This is an optimization exercise on Yosys and OpenROAD, whose aim is a short achievable clock period and few clock cycles, not a production implementation. In this exercise RTL edits were held to simulation tests only and were not proved equivalent to the original. Power figures rest on the tool's default switching activity, not on a simulated workload.

File: flow/constraint.sdc
create_clock -name core_clock -period 5.5 [get_ports {clk}]
set_input_delay 1.1000 -clock core_clock [delete_from_list [all_inputs] [get_ports {clk}]]
set_output_delay 1.1000 -clock core_clock [all_outputs]
set_load 0.01 [all_outputs]
File: flow/run.sh
#!/bin/bash
# synth_recipe.tcl (not shown) runs the flow's synth.tcl, then flattens the netlist and writes it again
# the make line also repeats each setting of config.mk as NAME=value (left out here)
make -C /OpenROAD-flow-scripts/flow DESIGN_CONFIG=/design/flow/config.mk WORK_HOME=/design/flow/orfs CLKGATE_MAP_FILE= SYNTH_SCRIPT=/design/flow/synth_recipe.tcl finish
File: flow/config.mk
export PLATFORM = sky130hd
export DESIGN_NAME = delta_stage
export DESIGN_NICKNAME = delta_stage
export VERILOG_FILES = /design/flow/design.v
export SDC_FILE = /design/flow/constraint.sdc
export NUM_CORES = 4
export LEC_CHECK = 0
export CAP_MARGIN = 20
export CORE_MARGIN = 2
export CORE_UTILIZATION = 80
export CTS_CLUSTER_DIAMETER = 80
export CTS_CLUSTER_SIZE = 24
export SETUP_SLACK_MARGIN = 3.2
export SLEW_MARGIN = 20
File: flow/design.v
module delta_encoder #(
    parameter PAW = 4,         
    parameter HAW = 4          
) (
    input  wire        clk,
    input  wire        rst,
    input  wire        in_valid,
    output wire        in_ready,
    input  wire [63:0] in_prev,
    input  wire [63:0] in_cur,
    input  wire        in_last,
    output wire        out_valid,
    input  wire        out_ready,
    output wire [7:0]  out_data,
    output wire        out_last,
    output wire [23:0] out_dirty
);
    localparam PD = 1 << PAW;
    localparam HD = 1 << HAW;
    reg        rdy;
    reg        s_v;
    reg        s_last;
    reg        s_dirty;
    reg [47:0] s_c;
    assign in_ready = rdy;
    always @(posedge clk) begin
        s_c     <= {in_cur[55:32], in_cur[23:0]};
        s_last  <= in_last;
        s_dirty <= (in_prev[23:0]  != in_cur[23:0]) ||
                   (in_prev[55:32] != in_cur[55:32]);
        if (rst)
            s_v <= 1'b0;
        else
            s_v <= in_valid && rdy;
    end
    reg [47:0]    pmem [0:PD-1];
    reg [PAW:0]   pw, pr;
    reg [14:0]    hmem [0:HD-1];     
    reg [HAW:0]   hw, hr;
    reg [PD-1:0]  pwh;               
    reg [HD-1:0]  hwh;               
    reg [PD-1:0]  prh;               
    reg [HD-1:0]  hrh;               
    reg [2:0]     slot;
    reg [7:0]     hdr;
    reg [3:0]     gcnt;
    wire       dirty    = s_v && s_dirty;
    wire [7:0] hdr_n    = hdr | ({dirty, 7'd0} >> slot);
    wire [3:0] gcnt_n   = gcnt + {3'd0, dirty};
    wire       grp_done = s_v && (slot == 3'd7 || s_last);
    integer i;
    always @(posedge clk) begin
        for (i = 0; i < PD; i = i + 1)
            if (pwh[i])
                pmem[i] <= s_c;
        for (i = 0; i < HD; i = i + 1)
            if (hwh[i])
                hmem[i] <= {gcnt_n > 4'd1, gcnt_n != 4'd0, s_last, gcnt_n, hdr_n};
        if (rst) begin
            pw   <= 0;
            hw   <= 0;
            pwh  <= 1;
            hwh  <= 1;
            slot <= 3'd0;
            hdr  <= 8'd0;
            gcnt <= 4'd0;
        end else begin
            if (dirty) begin
                pw  <= pw + 1'b1;
                pwh <= {pwh[PD-2:0], pwh[PD-1]};
            end
            if (grp_done) begin
                hw   <= hw + 1'b1;
                hwh  <= {hwh[HD-2:0], hwh[HD-1]};
                slot <= 3'd0;
                hdr  <= 8'd0;
                gcnt <= 4'd0;
            end else if (s_v) begin
                slot <= slot + 3'd1;
                hdr  <= hdr_n;
                gcnt <= gcnt_n;
            end
        end
    end
    wire [PAW:0] pfill = pw - pr;     
    wire [HAW:0] hfill = hw - hr;
    wire         pne   = (pw != pr);
    wire         hne   = (hw != hr);
    always @(posedge clk) begin
        if (rst)
            rdy <= 1'b0;
        else
            rdy <= (pfill <= PD - 4) && (hfill <= HD - 4);
    end
    reg        hh_v, ph_v;
    reg [14:0] hh;          
    reg [47:0] ph;          
    wire       hh_pop, ph_pop;
    reg [14:0] hmem_rd;
    reg [47:0] pmem_rd;
    always @(*) begin
        hmem_rd = 15'd0;
        for (i = 0; i < HD; i = i + 1)
            hmem_rd = hmem_rd | (hmem[i] & {15{hrh[i]}});
        pmem_rd = 48'd0;
        for (i = 0; i < PD; i = i + 1)
            pmem_rd = pmem_rd | (pmem[i] & {48{prh[i]}});
    end
    wire hh_ld = (!hh_v || hh_pop) && hne;
    wire ph_ld = (!ph_v || ph_pop) && pne;
    always @(posedge clk) begin
        if (hh_ld)
            hh <= hmem_rd;
        if (ph_ld)
            ph <= pmem_rd;
        if (rst) begin
            hh_v <= 1'b0;
            ph_v <= 1'b0;
            hr   <= 0;
            pr   <= 0;
            hrh  <= 1;
            prh  <= 1;
        end else begin
            if (hh_ld) begin
                hh_v <= 1'b1;
                hr   <= hr + 1'b1;
                hrh  <= {hrh[HD-2:0], hrh[HD-1]};
            end else if (hh_pop) begin
                hh_v <= 1'b0;
            end
            if (ph_ld) begin
                ph_v <= 1'b1;
                pr   <= pr + 1'b1;
                prh  <= {prh[PD-2:0], prh[PD-1]};
            end else if (ph_pop) begin
                ph_v <= 1'b0;
            end
        end
    end
    reg [47:0] sh;          
    reg [2:0]  nb;          
    reg        at_hdr;      
    reg        nb1;         
    reg [3:0]  rem;         
    reg        rem_nz;      
    reg        glast;       
    reg        inc;         
    reg [23:0] fdirty;      
    wire        room;
    wire        load   = at_hdr ? hh[13] : (nb1 && rem_nz);
    wire        e_last = at_hdr ? (!hh[13] && hh[12])
                                : (nb1 && !rem_nz && glast);
    wire [7:0]  e_data = at_hdr ? hh[7:0] : sh[7:0];
    wire        go     = room && (!at_hdr || hh_v);
    assign hh_pop = go && at_hdr;
    assign ph_pop = go && load;
    always @(posedge clk) begin
        if (go && (load || !at_hdr))
            sh <= load ? ph : {8'd0, sh[47:8]};
        if (rst) begin
            nb     <= 3'd0;
            at_hdr <= 1'b1;
            nb1    <= 1'b0;
            rem    <= 4'd0;
            rem_nz <= 1'b0;
            glast  <= 1'b0;
            inc    <= 1'b0;
            fdirty <= 24'd0;
        end else begin
            inc <= go && load;
            if (go) begin
                if (at_hdr)
                    glast <= hh[12];
                if (load) begin
                    nb     <= 3'd6;
                    at_hdr <= 1'b0;
                    nb1    <= 1'b0;
                    rem    <= at_hdr ? hh[11:8] - 4'd1 : rem - 4'd1;
                    rem_nz <= at_hdr ? hh[14] : (rem != 4'd1);
                end else if (!at_hdr) begin
                    nb     <= nb - 3'd1;
                    at_hdr <= nb1;
                    nb1    <= (nb == 3'd2);
                end
            end
            if (go && e_last)
                fdirty <= 24'd0;
            else
                fdirty <= fdirty + {23'd0, inc};
        end
    end
    delta_ofifo #(.W(33)) u_out (
        .clk       (clk),
        .rst       (rst),
        .push      (go),
        .din       ({fdirty, e_last, e_data}),
        .room      (room),
        .out_valid (out_valid),
        .out_ready (out_ready),
        .dout      ({out_dirty, out_last, out_data}),
        .dnext     ()
    );
endmodule
module delta_apply_parser (
    input  wire        clk,
    input  wire        rst,
    input  wire        in_valid,
    output wire        in_ready,
    input  wire [7:0]  in_data,
    input  wire        in_last,
    input  wire [31:0] cap,         
    output wire        out_valid,
    input  wire        out_ready,
    output wire        out_end,
    output wire [23:0] out_pair,
    output wire [47:0] out_rgb,
    output wire [1:0]  out_err,
    output wire [23:0] out_info,
    output wire [23:0] out_count
);
    localparam [1:0] E_OK        = 2'd0;
    localparam [1:0] E_TRUNCATED = 2'd1;
    localparam [1:0] E_BUF_SMALL = 2'd2;
    function [2:0] lead;
        input [7:0] h;
        begin
            if      (h[7]) lead = 3'd0;
            else if (h[6]) lead = 3'd1;
            else if (h[5]) lead = 3'd2;
            else if (h[4]) lead = 3'd3;
            else if (h[3]) lead = 3'd4;
            else if (h[2]) lead = 3'd5;
            else if (h[1]) lead = 3'd6;
            else           lead = 3'd7;
        end
    endfunction
    reg        rdy;
    reg [53:0] imem [0:3];
    reg [2:0]  iw, ir;
    reg        hd_v;
    reg [53:0] hd;
    wire       take;
    assign in_ready = rdy;
    wire [2:0] in_lead  = lead(in_data);
    wire [7:0] in_rest  = in_data & ~(8'h80 >> in_lead);
    wire       i_wr     = in_valid && rdy;
    wire [2:0] ifill    = iw - ir;
    wire       i_rd     = (!hd_v || take) && (iw != ir);
    always @(posedge clk) begin
        if (i_wr)
            imem[iw[1:0]] <= {cap[31:3], in_last, lead(in_rest),
                              in_rest != 8'd0, in_rest, in_lead,
                              in_data == 8'd0, in_data};
        if (i_rd)
            hd <= imem[ir[1:0]];
        if (rst) begin
            iw   <= 3'd0;
            ir   <= 3'd0;
            hd_v <= 1'b0;
            rdy  <= 1'b0;
        end else begin
            if (i_wr)
                iw <= iw + 3'd1;
            if (i_rd)
                ir <= ir + 3'd1;
            if (i_rd)
                hd_v <= 1'b1;
            else if (take)
                hd_v <= 1'b0;
            rdy <= (ifill <= 3'd1);
        end
    end
    wire [7:0]  b       = hd[7:0];
    wire        bzero   = hd[8];
    wire [2:0]  b_lead  = hd[11:9];
    wire [7:0]  b_rest  = hd[19:12];
    wire        b_rnz   = hd[20];
    wire [2:0]  b_lead2 = hd[23:21];
    wire        blast   = hd[24];
    wire [28:0] bcp     = hd[53:25];
    reg        st_hdr;      
    reg        st_pay;      
    reg        st_drain;    
    reg [7:0]  mask;        
    reg        mask_nz;     
    reg [2:0]  m_lead;      
    reg [20:0] grp;         
    reg [2:0]  slot;        
    reg [23:0] pos;         
    reg [23:0] hpos;        
    reg [47:0] q;           
    reg [5:0]  qh;          
    reg [23:0] cnt;         
    reg        e_pend;      
    reg [1:0]  e_err;
    reg [23:0] e_info;
    reg [23:0] e_cnt;
    wire        room;
    wire [23:0] k      = {grp, slot};
    reg         k_out;
    always @(posedge clk)
        if (take)
            k_out <= ({5'd0, k} >= bcp);
    wire [47:0] q_n    = {b, q[47:8]};
    wire [7:0]  m_rest = mask & ~(8'h80 >> m_lead);
    assign take = room && hd_v;
    wire       pay_end = st_pay && qh[5];             
    wire       rec     = pay_end && !k_out;           
    reg        fin;         
    reg [1:0]  f_err;
    reg [23:0] f_info;
    always @(*) begin
        fin    = 1'b0;
        f_err  = E_OK;
        f_info = 24'd0;
        if (st_hdr) begin
            if (!bzero && blast) begin
                fin    = 1'b1;
                f_err  = E_TRUNCATED;
                f_info = pos;
            end else if (blast) begin
                fin    = 1'b1;
            end
        end else if (st_pay) begin
            if (pay_end && k_out) begin
                fin    = 1'b1;
                f_err  = E_BUF_SMALL;
                f_info = k;
            end else if (blast) begin
                fin = 1'b1;
                if (!pay_end || mask_nz) begin
                    f_err  = E_TRUNCATED;
                    f_info = hpos;
                end
            end
        end
    end
    wire        push  = e_pend || (take && rec);
    wire [23:0] cnt_n = cnt + 24'd1;
    always @(posedge clk) begin
        if (take && st_pay)
            q <= q_n;
        if (rst) begin
            st_hdr   <= 1'b1;
            st_pay   <= 1'b0;
            st_drain <= 1'b0;
            mask     <= 8'd0;
            mask_nz  <= 1'b0;
            m_lead   <= 3'd0;
            grp      <= 21'd0;
            slot     <= 3'd0;
            pos      <= 24'd0;
            hpos     <= 24'd0;
            qh       <= 6'd1;
            cnt      <= 24'd0;
            e_pend   <= 1'b0;
            e_err    <= E_OK;
            e_info   <= 24'd0;
            e_cnt    <= 24'd0;
        end else begin
            e_pend <= 1'b0;
            if (take) begin
                pos <= pos + 24'd1;
                if (rec)
                    cnt <= cnt_n;
                if (st_hdr) begin
                    hpos <= pos;
                    if (bzero) begin
                        grp <= grp + 21'd1;
                    end else begin
                        slot    <= b_lead;
                        mask    <= b_rest;
                        mask_nz <= b_rnz;
                        m_lead  <= b_lead2;
                        qh      <= 6'd1;
                        st_hdr  <= 1'b0;
                        st_pay  <= 1'b1;
                    end
                end
                if (st_pay) begin
                    qh <= {qh[4:0], 1'b0};
                    if (qh[5]) begin
                        if (k_out) begin
                            st_pay   <= 1'b0;
                            st_drain <= 1'b1;
                        end else if (mask_nz) begin
                            slot    <= m_lead;
                            mask    <= m_rest;
                            mask_nz <= (m_rest != 8'd0);
                            m_lead  <= lead(m_rest);
                            qh      <= 6'd1;
                        end else begin
                            grp    <= grp + 21'd1;
                            st_pay <= 1'b0;
                            st_hdr <= 1'b1;
                        end
                    end
                end
                if (fin) begin
                    e_pend <= 1'b1;
                    e_err  <= f_err;
                    e_info <= f_info;
                    e_cnt  <= rec ? cnt_n : cnt;
                end
                if (blast) begin
                    st_hdr   <= 1'b1;
                    st_pay   <= 1'b0;
                    st_drain <= 1'b0;
                    mask     <= 8'd0;
                    mask_nz  <= 1'b0;
                    grp      <= 21'd0;
                    pos      <= 24'd0;
                    cnt      <= 24'd0;
                end
            end
        end
    end
    wire [72:0] o_n;
    reg         o_end;
    reg  [23:0] o_pair, o_info, o_count;
    reg  [47:0] o_rgb;
    reg  [1:0]  o_err;
    delta_ofifo #(.W(73)) u_out (
        .clk       (clk),
        .rst       (rst),
        .push      (push),
        .din       (e_pend ? {1'b1, e_info, 22'd0, e_err, e_cnt}
                           : {1'b0, k, q_n}),
        .room      (room),
        .out_valid (out_valid),
        .out_ready (out_ready),
        .dout      (),
        .dnext     (o_n)
    );
    always @(posedge clk) begin
        o_end   <= o_n[72];
        o_pair  <= o_n[72] ? 24'd0 : o_n[71:48];
        o_rgb   <= o_n[72] ? 48'd0 : o_n[47:0];
        o_info  <= o_n[72] ? o_n[71:48] : 24'd0;
        o_err   <= o_n[72] ? o_n[25:24] : 2'd0;
        o_count <= o_n[72] ? o_n[23:0]  : 24'd0;
    end
    assign out_end   = o_end;
    assign out_pair  = o_pair;
    assign out_rgb   = o_rgb;
    assign out_info  = o_info;
    assign out_err   = o_err;
    assign out_count = o_count;
endmodule
module delta_stage (
    input  wire        clk,
    input  wire        rst,
    input  wire        enc_in_valid,
    output wire        enc_in_ready,
    input  wire [63:0] enc_in_prev,
    input  wire [63:0] enc_in_cur,
    input  wire        enc_in_last,
    output wire        enc_out_valid,
    input  wire        enc_out_ready,
    output wire [7:0]  enc_out_data,
    output wire        enc_out_last,
    output wire [23:0] enc_out_dirty,
    input  wire        dec_in_valid,
    output wire        dec_in_ready,
    input  wire [7:0]  dec_in_data,
    input  wire        dec_in_last,
    input  wire [31:0] dec_cap,
    output wire        dec_out_valid,
    input  wire        dec_out_ready,
    output wire        dec_out_end,
    output wire [23:0] dec_out_pair,
    output wire [47:0] dec_out_rgb,
    output wire [1:0]  dec_out_err,
    output wire [23:0] dec_out_info,
    output wire [23:0] dec_out_count
);
    delta_encoder u_enc (
        .clk       (clk),
        .rst       (rst),
        .in_valid  (enc_in_valid),
        .in_ready  (enc_in_ready),
        .in_prev   (enc_in_prev),
        .in_cur    (enc_in_cur),
        .in_last   (enc_in_last),
        .out_valid (enc_out_valid),
        .out_ready (enc_out_ready),
        .out_data  (enc_out_data),
        .out_last  (enc_out_last),
        .out_dirty (enc_out_dirty)
    );
    delta_apply_parser u_dec (
        .clk       (clk),
        .rst       (rst),
        .in_valid  (dec_in_valid),
        .in_ready  (dec_in_ready),
        .in_data   (dec_in_data),
        .in_last   (dec_in_last),
        .cap       (dec_cap),
        .out_valid (dec_out_valid),
        .out_ready (dec_out_ready),
        .out_end   (dec_out_end),
        .out_pair  (dec_out_pair),
        .out_rgb   (dec_out_rgb),
        .out_err   (dec_out_err),
        .out_info  (dec_out_info),
        .out_count (dec_out_count)
    );
endmodule
module delta_ofifo #(
    parameter W = 8
) (
    input  wire         clk,
    input  wire         rst,
    input  wire         push,
    input  wire [W-1:0] din,
    output reg          room,
    output reg          out_valid,
    input  wire         out_ready,
    output reg  [W-1:0] dout,
    output wire [W-1:0] dnext       
);
    reg [W-1:0] mem [0:3];
    reg [2:0]   wp, rp;
    reg         hv;
    reg [W-1:0] head;
    wire [2:0]   cnt    = wp - rp;
    wire         pop    = (wp != rp) && (!hv || out_ready);
    wire [W-1:0] head_n = pop ? mem[rp[1:0]] : head;
    wire         hv_n   = pop || (hv && !out_ready);
    assign dnext = head_n;
    always @(posedge clk) begin
        if (push)
            mem[wp[1:0]] <= din;
        dout <= head_n;
        if (rst) begin
            wp        <= 3'd0;
            rp        <= 3'd0;
            room      <= 1'b0;
            hv        <= 1'b0;
            out_valid <= 1'b0;
            head      <= {W{1'b0}};
        end else begin
            if (pop)
                head <= mem[rp[1:0]];
            if (push)
                wp <= wp + 3'd1;
            if (pop)
                rp <= rp + 3'd1;
            if (pop)
                hv <= 1'b1;
            else if (out_ready)
                hv <= 1'b0;
            out_valid <= hv_n;
            room      <= (cnt <= 3'd1);
        end
    end
endmodule
==> parameters.txt, run 1 <==
Parameter                              Value

Worst setup path
  Data arrival time of the worst path ... 3.07 ns
  Critical setup path kind ... primary input to flop
  Critical path startpoint category ... primary input
  Sort of element at the end of the critical path ... flop
  Maximum fanout along the worst path ... 38
  Data required, critical path ... 6.11 ns
  Reg-to-Reg End ... u_dec.iw[2]
  FF-to-FF Start ... u_dec.iw[1]
  R2R depth ... 5
  R2r setup slk ... 3.15 ns

GRT
  Maximum number of pins on one net before global-route repair ... 88
  GR Util All Layers ... 39.6%
  First-pass GRT wire length ... 338000 um
  Initial antenna violation count ... 4
  Number of global-route vias before repair ... 53100
  Global-route congestion overflow total ... 0

Finish
  Number of diodes added for antenna fixing ... 0
  Net count, final ... 5989
  Number of fillers in the final layout ... 4140
  Fraction of layout cells with a size suffix above 1 ... 15.6%
  Layout overhead on the synthesized area ... 9.75%

STA
  Transition time of the tightest slew-check pin ... 1.24 ns
  Number of endpoints with negative hold slack in the final report ... 0
  Post-layout minimum cycle time ... 2.47 ns
  Worst setup slack after layout ... 3.03 ns
  Slew headroom ... 17.4%
  Count of pins over their slew limit ... 0
  Setup skew after layout ... 0.0292 ns
  Final Cycle Share ... 44.8%
  Max frequency ... 406 MHz
  Final setup violation count ... 0
  Setup Total Neg Slack ... 0 ns
  Unrepaired setup endpoints after global routing ... yes

Clock network
  TritonCTS clock tree ... yes
  Number of sinks handled by clock tree synthesis ... 2502
  Largest buffer count on any clock path ... 3
  CTS HTree Levels ... 3
  Clock latency of the later-clocked register in the worst-skew pair ... 0.77 ns
  Total of hold buffers inserted after clock tree synthesis ... 0
  Post-CTS clock slew at the launch and capture registers of the worst setup and hold paths ... 0.10 ns
  Number of buffers created by CTS ... 114
  Clk root buf ... sky130_fd_sc_hd__clkbuf_16

Yosys
  Number of distinct library cell variants in the gate-level netlist after synthesis ... 84
  Most common flop cell mapped by yosys ... sky130_fd_sc_hd__edfxtp_1
  Number of flops mapped to enable cells by yosys ... 1854
  Synthesized area per cell ... 16.5 um2
  Count of mapped cells out of synthesis ... 5524
  Syn Std Cell Area ... 90900 um2
  Yosys reg bits ... 2502
  Synthesis warning total ... 6
  Sequential share of the synthesized area ... 75.5%
  Fraction of registers with async set or reset after synthesis ... 0%

Pwr
  Worst supply voltage drop on vdd ... 0.454 mV
  Leakage component of the power ... 33.4 nW
  Power density normalized to cell area ... 406 nW/um2

Placed design
  Count of port buffers added during placement ... 300
  Worst-case setup slack after placement ... 1.83 ns
  RD Place Congestion ... 0.830
  Final HPWL from detailed placement ... 119000 um

Drt
  Total detailed-routing wirelength ... 236000 um
  Number of DRC violations after detailed routing ... 0
  Average routed wire per standard cell ... 32.1 um
  Via/cell ratio ... 7.35
  Routed length on met2 ... 113000 um
  Overall via count from detail_route ... 54000
  Met3 wire length ... 31100 um
  Detailed router's first-iteration violation count ... 9252
  Final ANT Viol Nets ... 0
  Top routing layer used ... met5
  Drt first pass iters ... 9
  Met1 wire length ... 78700 um

Run
  Maxcap violations ... 0

Hold path
  Worst hold start ... u_dec.hpos[13]
  Class of the most critical hold timing path ... flop to flop
  Count of cells along the worst hold path ... 2
  Hold-critical path endpoint ... u_dec.hpos[13]

Floorplan
  Floorplan core area ... 113000 um2
  Overall die width ... 341 um
  DIE HEIGHT ... 341 um
  Total I/O pin count ... 336
  Site Rows ... 123
  Initial Utilization ... 80.7%
  Die Outline Area ... 116000 um2

Run status
  Run status ... timing/DRC/antenna clean
-- cell usage after synthesis (all sizes together), types with 5 or more instances --
library cell,instances,share of area (%)
edfxtp,1854,61
dfxtp,648,14
nor2,423,1.7
clkbuf,259,1.1
a22o,256,2.5
a221oi,255,2.5
nand2,231,0.95
a21oi,166,0.91
mux4,160,4.0
mux2,129,1.6
nand4,120,0.84
mux2i,102,1.1
xnor2,92,0.89
xor2,75,0.72
ha,71,0.98
inv,71,0.29
buf,63,0.32
o21ai,59,0.32
nand3,50,0.29
and2,47,0.32
nor2b,47,0.32
a211oi,40,0.33
and3,30,0.21
nor3,30,0.19
or3,30,0.21
a222oi,24,0.26
nand2b,14,0.096
a22oi,12,0.099
o21a,12,0.099
a31oi,11,0.076
nor3b,11,0.091
a21o,10,0.083
and4,10,0.096
nor4,9,0.069
or4,9,0.078
o211ai,8,0.072
a31o,7,0.067
o22ai,7,0.048
a41oi,6,0.058
o31ai,6,0.050
a311oi,5,0.048
nand3b,5,0.045
or2,5,0.034
-- critical path, cell delays in order --
cell and delay (ns):
sky130_fd_sc_hd__clkdlybuf4s50_1 0.62, sky130_fd_sc_hd__and3_4 0.65, sky130_fd_sc_hd__buf_4 0.42, sky130_fd_sc_hd__xnor2_1 0.17, sky130_fd_sc_hd__nor2_1 0.08
-- metal layers --
metal	vias to the layer above	global-route usage [%]
met5	-	0
met4	6	16.8
met3	897	8.00
met2	4724	63.4
met1	26500	54.3
li1	21900	-
-- cells by family (layout without fill, tap and decap cells) --
group | after synthesis | in the layout | share of synthesized area [%]
other cells | 1 | 4 | 0.00413
buf+inv | 395 | 701 | 1.69
flops | 2502 | 2502 | 75.5
xor+xnor | 167 | 167 | 1.61
simple gates | 1080 | 1083 | 5.69
compound gates | 914 | 918 | 7.75
mux | 391 | 391 | 6.69
fa+ha+maj | 74 | 74 | 1.04
-- final cells by class --
type / count / area [um2] / share of cell area [%]
Inverter: 73 / 352 / 0.352
Tap cell: 1500 / 1880 / 1.88
Timing Repair Buffer: 408 / 3880 / 3.89
Clock inverter: 7 / 83.8 / 0.0840
Sequential cell: 2502 / 68900 / 69.1
Timing Repair inverter: 3 / 33.8 / 0.0339
Clock buffer: 210 / 3240 / 3.25
Multi-Input combinational cell: 2637 / 21400 / 21.4
-- sequential cells by signal, indices dropped and copies added (netlist names), 33 cells and up, named ones only --
name	flops
u_enc.pmem	768
u_dec.u_out.mem	292
u_enc.hmem	240
u_dec.imem	216
u_enc.u_out.mem	132
u_dec.u_out.head	73
u_dec.hd	54
u_dec.o_rgb	48
u_enc.ph	48
u_enc.s_c	48
u_enc.sh	48
u_dec.q	40
u_enc.u_out.dout	33
u_enc.u_out.head	33
-- worst max-delay path by stage --
stage | start | end | cells past startpoint
6_report | dec_in_valid | u_dec.iw[2] | 5
5_1_grt | dec_in_valid | u_dec.iw[2] | 5
4_1_cts | u_enc.rdy | enc_in_ready | 1
3_5_place_dp | dec_out_ready | u_dec.o_rgb[35] | 7
3_3_place_gp | dec_out_ready | u_dec.o_rgb[39] | 7
2_1_floorplan | dec_in_data[4] | u_dec.imem[0][20] | 6
-- power breakdown --
part	internal, mW	switching (mW)
sequential	22.2	1.28
clock	4.03	5.69
combinational	3.13	4.16
-- repair_timing --
item | 4_1_cts | 5_1_grt
gates cloned | 9 | 4
buffers inserted | 19 | 23
pin swaps | 11 | 9
endpoints found under the setup margin | 1216 | 707
gates resized for setup | 887 | 113
-- layout by cell type (no fill, tap or decap), types with 74 or more instances in the layout --
master	count
sky130_fd_sc_hd__buf_4	85
sky130_fd_sc_hd__edfxtp_1	1854
sky130_fd_sc_hd__clkbuf_16	116
sky130_fd_sc_hd__dfxtp_2	119
sky130_fd_sc_hd__mux2_2	102
sky130_fd_sc_hd__a22o_1	256
sky130_fd_sc_hd__mux4_2	160
sky130_fd_sc_hd__buf_6	106
sky130_fd_sc_hd__xor2_1	74
sky130_fd_sc_hd__nor2_1	419
sky130_fd_sc_hd__nand4_1	119
sky130_fd_sc_hd__dfxtp_1	501
sky130_fd_sc_hd__mux2i_1	86
sky130_fd_sc_hd__a221oi_1	255
sky130_fd_sc_hd__a21oi_1	163
sky130_fd_sc_hd__clkdlybuf4s50_1	130
sky130_fd_sc_hd__xnor2_1	88
sky130_fd_sc_hd__nand2_1	226
sky130_fd_sc_hd__clkbuf_1	94
-- metrics by stage --
stage          hold WS, ns  std cells  total power, mW  area, um2  utilization, %
2_1_floorplan        0.418       5527             27.4      91200               -
3_3_place_gp         0.428       7068             29.8      95400            84.7
3_5_place_dp         0.440       7068             30.2      95400            84.7
4_1_cts              0.459       7313             39.7      99100            88.0
5_1_grt              0.475       7340             41.5      99800            88.6
6_report             0.464       7340             40.5      99800            88.6
Testbench counts, summed over its fixed seeds: cycles 166,921.
==> run 2, diff against run 1 <==
--- a/flow/config.mk
+++ b/flow/config.mk
@@ -7,8 +7,8 @@
 export LEC_CHECK = 0
 export CAP_MARGIN = 20
 export CORE_MARGIN = 2
-export CORE_UTILIZATION = 80
+export CORE_UTILIZATION = 70
 export CTS_CLUSTER_DIAMETER = 80
 export CTS_CLUSTER_SIZE = 24
-export SETUP_SLACK_MARGIN = 3.2
+export SETUP_SLACK_MARGIN = 3.5
 export SLEW_MARGIN = 20
==> parameters.txt, run 2 <==
Parameter                              Value

Run status
  Run status ... timing/DRC/antenna clean

Run
  Maxcap violations ... 0 (unchanged)

Worst setup path
  Data required, critical path ... 4.40 ns (-1.71 ns)
  Sort of element at the end of the critical path ... primary output
  Critical setup path kind ... flop to primary output
  Critical path startpoint category ... flop
  Combined buffer and inverter count along the critical path ... 1 (-1)
  Data arrival time of the worst path ... 1.27 ns (-1.80 ns)
  Crit path cell chain ... buf_6
  Gate family responsible for the most delay along the worst path ... flip-flops
  Maximum fanout along the worst path ... 1 (-97%)
  Worst path max stage delay ... 0.38 ns (-0.27 ns)
  Standard cell with the maximum stage delay on the critical path ... sky130_fd_sc_hd__dfxtp_2

STA
  Transition time of the tightest slew-check pin ... 1.24 ns (+0.00130 ns)
  Setup skew after layout ... 0.0280 ns (-0.00120 ns)
  Post-layout minimum cycle time ... 2.37 ns (-0.0962 ns)
  Slew headroom ... 17.3% (-0.087 points)
  Number of endpoints with negative hold slack in the final report ... 0 (unchanged)
  Max frequency ... 422 MHz (+4.1%)
  Final setup violation count ... 0 (unchanged)
  Setup Total Neg Slack ... 0 ns (unchanged)
  Count of pins over their slew limit ... 0 (unchanged)
  Worst hold slack ... 0.451 ns (-0.0133 ns)
  Final Cycle Share ... 43.1% (-1.7 points)
  Unrepaired setup endpoints after global routing ... yes

Floorplan
  Overall die width ... 364 um (+6.8%)
  Site Rows ... 132 (+7.3%)
  Floorplan core area ... 129000 um2 (+15%)
  Total I/O pin count ... 336 (unchanged)
  Die Outline Area ... 133000 um2 (+14%)
  Initial Utilization ... 70.4% (-10 points)
  DIE HEIGHT ... 364 um (+6.8%)

Yosys
  Number of flops mapped to enable cells by yosys ... 1854 (unchanged)
  Count of mapped cells out of synthesis ... 5524 (unchanged)
  Synthesis warning total ... 6 (unchanged)
  Most common flop cell mapped by yosys ... sky130_fd_sc_hd__edfxtp_1
  Most common cell in the synthesized netlist ... sky130_fd_sc_hd__edfxtp_1
  Cell types with the highest counts after synthesis ... 1854 x sky130_fd_sc_hd__edfxtp_1, 648 x sky130_fd_sc_hd__dfxtp_1, 423 x sky130_fd_sc_hd__nor2_1
  Synthesized area per cell ... 16.5 um2 (unchanged)
  Sequential share of the synthesized area ... 75.5% (unchanged)
  Number of distinct library cell variants in the gate-level netlist after synthesis ... 84 (unchanged)
  Syn Std Cell Area ... 90900 um2 (unchanged)
  Cell types with the largest area share after synthesis ... sky130_fd_sc_hd__edfxtp_1 61%, sky130_fd_sc_hd__dfxtp_1 14%, sky130_fd_sc_hd__mux4_2 4.0%
  Largest area contributor in the synthesized netlist ... sky130_fd_sc_hd__edfxtp_1
  Top-area cell type share of the netlist area ... 61.2% (unchanged)
  Yosys reg bits ... 2502 (unchanged)
  Fraction of registers with async set or reset after synthesis ... 0% (unchanged)

Clock network
  TritonCTS clock tree ... yes
  CTS HTree Levels ... 3 (unchanged)
  Clock latency of the later-clocked register in the worst-skew pair ... 0.78 ns (about the same)
  Number of sinks handled by clock tree synthesis ... 2502 (unchanged)
  Largest buffer count on any clock path ... 3 (unchanged)
  Clk root buf ... sky130_fd_sc_hd__clkbuf_16
  Post-CTS clock slew at the launch and capture registers of the worst setup and hold paths ... 0.10 ns (about the same)
  Number of buffers created by CTS ... 116 (+1.8%)

Drt
  Overall via count from detail_route ... 53200 (-1.4%)
  Number of DRC violations after detailed routing ... 0 (unchanged)
  Final ANT Viol Nets ... 0 (unchanged)
  Total detailed-routing wirelength ... 232000 um (-1.4%)
  Detailed router's first-iteration violation count ... 7512 (-19%)
  Average routed wire per standard cell ... 29.8 um (-7.1%)
  Drt first pass iters ... 7 (-2)
  Via/cell ratio ... 6.83 (-7.2%)

Finish
  Largest register by flop count ... u_enc.pmem
  Final cell area excluding filler cells ... 105000 um2 (+5.2%)
  Share of the core filled with cells in the final layout ... 81.3% (-7.3 points)
  Most common library cell in the layout ignoring fill and taps ... sky130_fd_sc_hd__edfxtp_1
  Fraction of layout cells with a size suffix above 1 ... 22.8% (+7.1 points)
  Final instance count without filler cells ... 7795 (+6.2%)
  Number of fillers in the final layout ... 6509 (+57%)
  Net count, final ... 6199 (+3.5%)
  FF/Latch Area ... 68900 um2 (about the same)
  Max FFs per register ... 768 (unchanged)
  Layout overhead on the synthesized area ... 15.5%
  Multi-input logic area ... 23100 um2 (+8.1%)
  Top library cells by usage in the layout, fill and taps aside ... 1854 x sky130_fd_sc_hd__edfxtp_1, 490 x sky130_fd_sc_hd__dfxtp_1, 376 x sky130_fd_sc_hd__nor2_1

Pwr
  Fraction of power consumed by combinational cells ... 21.0% (+3.0 points)
  Leakage component of the power ... 35.2 nW (+5.2%)
  Worst supply voltage drop on vdd ... 0.329 mV (-28%)
  Switching power summed over all nets ... 11.6 mW (+3.8%)
  Sequential fraction of design power ... 55.6% (-2.4 points)
  Clk pwr share ... 23.4% (-0.6 points)
  Power density normalized to cell area ... 400 nW/um2 (-1.5%)
  P_int ... 30.4 mW (+3.6%)
  Switching power as a share of total power ... 27.5% (+0.045 points)

Hold path
  Class of the most critical hold timing path ... primary input to flop

Placed design
  Final HPWL from detailed placement ... 110000 um (-7.6%)
  RD Place Congestion ... 0.812 (-2.3%)
  Placed cell area ... 96100 um2 (+0.71%)
  Count of port buffers added during placement ... 300 (unchanged)
  Instance count after placement with tap cells included ... 7317 (+3.5%)

GRT
  Initial antenna violation count ... 5 (+1)
  Maximum number of pins on one net before global-route repair ... 88 (unchanged)
  Global-route congestion overflow total ... 0 (unchanged)
  GR Util All Layers ... 33.1% (-6.5 points)
  Number of global-route vias before repair ... 49800 (-6.2%)
  First-pass GRT wire length ... 322000 um (-4.9%)
## run 2: cell counts after synthesis
Identical to the previous run, type by type.
## run 2: metrics by stage
step	total power [mW]	setup WS [ns]
after floorplan	27.8	2.95
after global placement	30.2	2.02
after detailed placement	30.4	2.02
after CTS	40.7	3.10
after global routing	43.2	3.10
final	42.0	3.13
## run 2: worst paths after layout
| check | slack [ns] | end | from | depth (start not counted) |
|---|---|---|---|---|
| worst max-delay path | 3.13 | enc_out_dirty[21] | u_enc.u_out.dout[30] | 1 |
| worst min-delay path | 0.45 | u_enc.s_c[10] | enc_in_cur[10] | 1 |
| worst max register to register | 3.16 | u_dec.u_out.mem[0][62] | u_dec.k_out | 10 |
| worst min register to register | 0.46 | u_enc.hwh[1] | u_enc.hwh[1] | 2 |
## run 2: metal layers
metal	vias to the layer above	wire length [um]	share of wire (%)	global-route usage, %
li1	22400	-	-	-
met1	26900	88700	38	48.9
met2	3392	111000	48	52.4
met3	469	26100	11	5.57
met4	6	6950	3.0	8.17
met5	-	34	0.015	0
## run 2: power by group through the flow
stage / Sequential (mW) / Combinational [mW] / Clock (mW)
final: 23.3 / 8.82 / 9.82
after global routing: 23.4 / 9.29 / 10.5
after floorplan: 23.2 / 4.61 / 0
after CTS: 23.2 / 7.71 / 9.82
after global placement: 23.6 / 6.65 / 0
after detailed placement: 23.6 / 6.80 / 0
## run 2: logic make-up (layout without fill, tap and decap cells)
group                    count (synthesis)  in the layout  synth area share [%]
adder cells (fa/ha/maj)                 74             74                  1.04
AND/OR/NAND/NOR                       1080           1095                  5.69
other                                    1              7               0.00413
AO/OA/AOI/OAI                          914            920                  7.75
XOR/XNOR                               167            167                  1.61
buffers and inverters                  395            896                  1.69
multiplexers                           391            392                  6.69
flip-flops                            2502           2502                  75.5
## run 2: cell type report
class | count | area share, %
flip-flops and latches | 2502 | 65.7
multi-input cells | 2652 | 22.0
repair buffers | 601 | 6.54
clock buffers | 207 | 3.18
well taps | 1742 | 2.08
inverters | 73 | 0.331
clock inverters | 12 | 0.117
repair inverters | 3 | 0.0417
diodes | 3 | 0.00715
## run 2: timing repair
action	in CTS	in global routing
gates resized for setup	1065	403
cloned	51	29
hold buffers	0	0
setup endpoints to repair	1565	1195
setup buffers	119	56
pin swaps	63	170

separate check: timing with driven ports:
The results above use ideal ports. As a check the final layouts listed here were re-extracted and re-timed, cells and wires unchanged.
Step 1, drivers: a clkbuf_16 drives clk and a buf_2 each remaining input, both assumed.
Step 2 also shifts input and output timing later by t, the mid clock arrival at the registers, as if the neighbouring blocks saw the same clock.
a / b / c = ideal / step 1 / step 2; a / b = the first two.
run | t, ns | slack for setup (ns) | latest minus earliest clock arrival (ns) | worst slew at a driven data input, ns
run 1 | 0.835 | 3.035 / 3.060 / 2.261 | 0.041 / 0.041 | 0.06
run 2 | 0.845 | 3.131 / 3.050 / 2.623 | 0.034 / 0.034 | 0.07
After both steps setup and hold are still met in every run listed. For run 1, which loses most, drivers alone change the setup slack by +0.025 ns; drivers and shift together by -0.774 ns.
